This is an optimization exercise on Yosys and OpenROAD, whose aim is small area, a short achievable clock period and few clock cycles per item, not a production implementation.
Where RTL was checked, it was by simulation tests only, not by an equivalence proof against the original.
Power and IR drop assume default switching activity.

## run 1
// fm_decoder
module fm_decoder (
    input  wire         clk,
    input  wire         rst_n,
    input  wire         cmd_valid,
    output reg          cmd_ready,
    input  wire [31:0]  cmd_data,
    output reg          res_valid,
    input  wire         res_ready,
    output reg  [15:0]  res_head,
    output reg  [103:0] res_payload,
    output wire [31:0]  dstat
);
Size: about 1700 flip-flops, roughly 190 I/O pins.
==> flow/config.mk <==
export PLATFORM = sky130hd
export DESIGN_NAME = fm_decoder
export DESIGN_NICKNAME = fm_decoder
export VERILOG_FILES = /design/flow/design.v
export SDC_FILE = /design/flow/constraint.sdc
export NUM_CORES = 4
export LEC_CHECK = 0
export ABC_CLOCK_PERIOD_IN_PS = 5000
export CAP_MARGIN = 30
export CORE_MARGIN = 2
export CORE_UTILIZATION = 45
export CTS_CLUSTER_DIAMETER = 100
export CTS_CLUSTER_SIZE = 25
export PLACE_DENSITY = 0.6
export SLEW_MARGIN = 30
==> flow/constraint.sdc <==
create_clock -name core_clock -period 22.0 [get_ports {clk}]
set_input_delay 4.4000 -clock core_clock [delete_from_list [all_inputs] [get_ports {clk}]]
set_output_delay 4.4000 -clock core_clock [all_outputs]
set_load 0.01 [all_outputs]
standard.sh (not shown) runs the stock make flow with config.mk's settings and CLKGATE_MAP_FILE= SYNTH_SCRIPT=/design/flow/synth_recipe.tcl, a recipe that flattens the netlist after the stock synthesis.
==> flow/flow/run.sh <==
#!/bin/bash
# The standard layout (standard.sh: ORFS synth .. finish, unchanged scripts),
# with the resizer's setup repair asked to keep a larger slack margin so that it
# works on paths the 22 ns clock alone would leave untouched. The SDC, clock
# period and all other settings are the design's.
set -euo pipefail
export SETUP_SLACK_MARGIN=15.5
bash standard.sh > standard_flow.log 2>&1
Run 1: all stages complete, timing, DRC and antenna checks passed
Testbench counts of run 1, summed over its fixed seeds: cycles 224,368, lines 888.
Relative to run 1, the following input files were edited for run 2:
diff --git a/flow/flow/run.sh b/flow/flow/run.sh
--- a/flow/flow/run.sh
+++ b/flow/flow/run.sh
@@ -5,4 +5,4 @@
 # period and all other settings are the design's.
 set -euo pipefail
-export SETUP_SLACK_MARGIN=15.5
+export SETUP_SLACK_MARGIN=16
 bash standard.sh > standard_flow.log 2>&1
==> comparison <==
Diff run 1 -> run 2: number of maximum-capacitance constraint violations held steady; net switching power now larger; number of DRC violations after detailed-routing iteration 0 ~0 delta.
Run 2: least setup slack across all paths after layout 440 ps above run 1

---

Another version of the RTL of fm_decoder (not shown whole).
For scale: ~190 I/O pins, roughly 86000 µm² of cells after synthesis.
export LEC_CHECK = 0
export ABC_CLOCK_PERIOD_IN_PS = 5000
export CAP_MARGIN = 30
export CORE_MARGIN = 2
export CORE_UTILIZATION = 45
export CTS_CLUSTER_DIAMETER = 100
export CTS_CLUSTER_SIZE = 25
export PLACE_DENSITY = 0.6
export SLEW_MARGIN = 30
create_clock -name core_clock -period 22.0 [get_ports {clk}]
==> flow/flow/run.sh <==
#!/bin/bash
# The standard layout (standard.sh: ORFS synth .. finish, unchanged scripts),
# with the resizer's setup repair asked to keep a larger slack margin so that it
# works on paths the 22 ns clock alone would leave untouched. The SDC, clock
# period and all other settings are the design's.
set -euo pipefail
export SETUP_SLACK_MARGIN=17
bash standard.sh > standard_flow.log 2>&1
Then changed:
--- a/flow/flow/run.sh
+++ b/flow/flow/run.sh
@@ -7 +7 @@
-export SETUP_SLACK_MARGIN=17
+export SETUP_SLACK_MARGIN=16
After rerunning: Combinational power shrinks by 24%; final area goes down by 6.8%; non-clock buffer count came out lower by 294; sequential share of layout area went up by 3.2 points.
No functional check of the RTL was part of any run of this note.

---

Another version of the RTL of fm_decoder (not shown whole).
Size: about 7000 cells after synthesis, ~1700 flip-flops.
==> flow/config.mk <==
export PLATFORM = sky130hd
export DESIGN_NAME = fm_decoder
export DESIGN_NICKNAME = fm_decoder
export VERILOG_FILES = /design/flow/design.v
export SDC_FILE = /design/flow/constraint.sdc
export NUM_CORES = 4
export LEC_CHECK = 0
export ABC_CLOCK_PERIOD_IN_PS = 5000
export CAP_MARGIN = 30
export CORE_MARGIN = 2
export CORE_UTILIZATION = 45
export CTS_CLUSTER_DIAMETER = 100
export CTS_CLUSTER_SIZE = 25
export GPL_TIMING_DRIVEN = 1
export PLACE_DENSITY = 0.6
export SLEW_MARGIN = 30
==> flow/constraint.sdc <==
create_clock -name core_clock -period 22.0 [get_ports {clk}]
set_input_delay 4.4000 -clock core_clock [delete_from_list [all_inputs] [get_ports {clk}]]
set_output_delay 4.4000 -clock core_clock [all_outputs]
set_load 0.01 [all_outputs]
==> flow/flow/run.sh <==
#!/bin/bash
# The standard layout (standard.sh: ORFS synth .. finish, unchanged scripts),
# with the resizer's setup repair asked to keep a larger slack margin so that it
# works on paths the 22 ns clock alone would leave untouched, and with plain
# buffers (instead of the delay cells buffer_ports picks by default) on the
# ports. The SDC, clock period and all other settings are the design's.
set -euo pipefail
export SETUP_SLACK_MARGIN=16
export BUFFER_PORTS_ARGS="-buffer_cell sky130_fd_sc_hd__buf_2"
bash standard.sh > standard_flow.log 2>&1
Testbench counts at the start, summed over its fixed seeds: cycles 223,144, lines 888.
Next try:
--- a/flow/flow/run.sh
+++ b/flow/flow/run.sh
@@ -7,3 +7,3 @@
 set -euo pipefail
-export SETUP_SLACK_MARGIN=16
+export SETUP_SLACK_MARGIN=16.3
 export BUFFER_PORTS_ARGS="-buffer_cell sky130_fd_sc_hd__buf_2"
Settings changed: CAP_MARGIN 30 to 10, GPL_TIMING_DRIVEN 1 to not set, SLEW_MARGIN 30 to 10.
Effect: The changed run completed with no timing, DRC or antenna violations. Global-route usage climbs by 1.4 points. Routed wire length grows by 5.1%. Design area came out higher by 3.9%. Clock-buffer cell count is higher by 10. Cell count is higher by 2.4%. Sequential power hardly moves. Power grows by 0.47%. Combinational power is higher by about 2%.

---

fm_decoder again, from the RTL that the note above started with.
Settings: LEC_CHECK=0, ABC_CLOCK_PERIOD_IN_PS=5000, CAP_MARGIN=10, CORE_MARGIN=2, CORE_UTILIZATION=45, CTS_CLUSTER_DIAMETER=100, CTS_CLUSTER_SIZE=25, PLACE_DENSITY=0.6, SLEW_MARGIN=10; clock period 22.0 ns.
==> flow/flow/run.sh <==
#!/bin/bash
# The standard layout (standard.sh: ORFS synth .. finish, unchanged scripts),
# with the resizer's setup repair asked to keep a larger slack margin so that it
# works on paths the 22 ns clock alone would leave untouched, and with plain
# buffers (instead of the delay cells buffer_ports picks by default) on the
# ports. The SDC, clock period and all other settings are the design's.
set -euo pipefail
export SETUP_SLACK_MARGIN=16
export BUFFER_PORTS_ARGS="-buffer_cell sky130_fd_sc_hd__buf_2"
bash standard.sh > standard_flow.log 2>&1
Testbench counts at the start, summed over its fixed seeds: cycles 223,144, lines 888.
Change:
--- a/flow/flow/run.sh
+++ b/flow/flow/run.sh
@@ -6,5 +6,5 @@
 # ports. The SDC, clock period and all other settings are the design's.
 set -euo pipefail
-export SETUP_SLACK_MARGIN=16
+export SETUP_SLACK_MARGIN=16.3
 export BUFFER_PORTS_ARGS="-buffer_cell sky130_fd_sc_hd__buf_2"
 bash standard.sh > standard_flow.log 2>&1
Settings changed: CAP_MARGIN 10 to 30, SLEW_MARGIN 10 to 30.
- hold slack loses 6.8 ps
- via count is higher by 3.5%
- total power barely changes
- combinational power went up by about 2%
- final area went up by 4.6%
Change:
--- a/flow/flow/run.sh
+++ b/flow/flow/run.sh
@@ -6,5 +6,5 @@
 # ports. The SDC, clock period and all other settings are the design's.
 set -euo pipefail
-export SETUP_SLACK_MARGIN=16.3
+export SETUP_SLACK_MARGIN=16
 export BUFFER_PORTS_ARGS="-buffer_cell sky130_fd_sc_hd__buf_2"
 bash standard.sh > standard_flow.log 2>&1
- wire length is lower by 5.1%
- total power falls by 0.31%
- clock power hardly moves
- combinational power goes down by about 1%
- first-iteration DRC count decreases by 9.2%
- setup slack loses 140 ps
- final area shrinks by 4.5%
- cell count drops by 2.7%
- hold slack gains 3.7 ps
- fmax drops by 2.4%
- non-clock buffer count drops by 258
Change:
Settings changed: CORE_UTILIZATION 45 to 55, PLACE_DENSITY 0.6 to 0.7.
Result: The new run finished with timing, DRC and antenna clean; sequential cell count stays the same; utilization rose by 11 points; sequential share of layout area rose by 0.25 points; power increases by 0.67%; first-iteration DRC count went up by 26%; area after synthesis stays the same; clock skew rises by 5.0 ps.

re-timing with driven ports:
The flow's constraints put no driver on any port. The routed layouts listed below were extracted and timed again, unchanged, in two steps.
Step 1 assumes that a clkbuf_16 drives the clock port and a buf_2 every other input.
Step 2 adds t to the input delays and takes it off the output delays; t is the mean of the earliest and latest rising clock arrival at the registers after step 1. Input paths then give back, and output paths get back, about the clock's delay inside the block.
Slacks: no drivers / after step 1 / after step 2; pairs: no drivers / after step 1.
run | shift t [ns] | setup slack, ns | hold WS [ns] | worst setup path after step 2 | clock arrival spread, ns
run 1 | 0.842 | 15.546 / 15.499 / 14.763 | 0.414 / 0.414 / 0.414 | input to register | 0.061 / 0.060
run 2 | 0.848 | 15.982 / 15.971 / 15.180 | 0.435 / 0.435 / 0.435 | input to register | 0.042 / 0.042
the first run of note 2 | 0.823 | 16.037 / 16.016 / 15.250 | 0.438 / 0.438 / 0.438 | input to register | 0.044 / 0.044
the second run of note 2 | 0.819 | 15.905 / 15.916 / 15.153 | 0.416 / 0.416 / 0.416 | input to register | 0.051 / 0.051
the first run of note 3 | 0.830 | 15.998 / 15.914 / 15.379 | 0.408 / 0.408 / 0.408 | input to register | 0.039 / 0.039
the second run of note 3 | 0.834 | 16.133 / 16.049 / 15.498 | 0.413 / 0.413 / 0.413 | input to register | 0.042 / 0.042
the first run of note 4 | 0.847 | 16.003 / 15.917 / 15.416 | 0.411 / 0.411 / 0.411 | input to register | 0.047 / 0.048
the second run of note 4 | 0.822 | 16.143 / 16.058 / 15.574 | 0.405 / 0.405 / 0.405 | input to register | 0.054 / 0.054
the third run of note 4 | 0.830 | 15.998 / 15.914 / 15.379 | 0.408 / 0.408 / 0.408 | input to register | 0.039 / 0.039
the fourth run of note 4 | 0.818 | 16.026 / 15.932 / 15.415 | 0.407 / 0.407 / 0.407 | input to register | 0.046 / 0.047
After both steps every run listed still meets setup and hold. The setup slack of run 2, which loses most, moves by -0.011 ns with the drivers and by -0.802 ns with both steps.
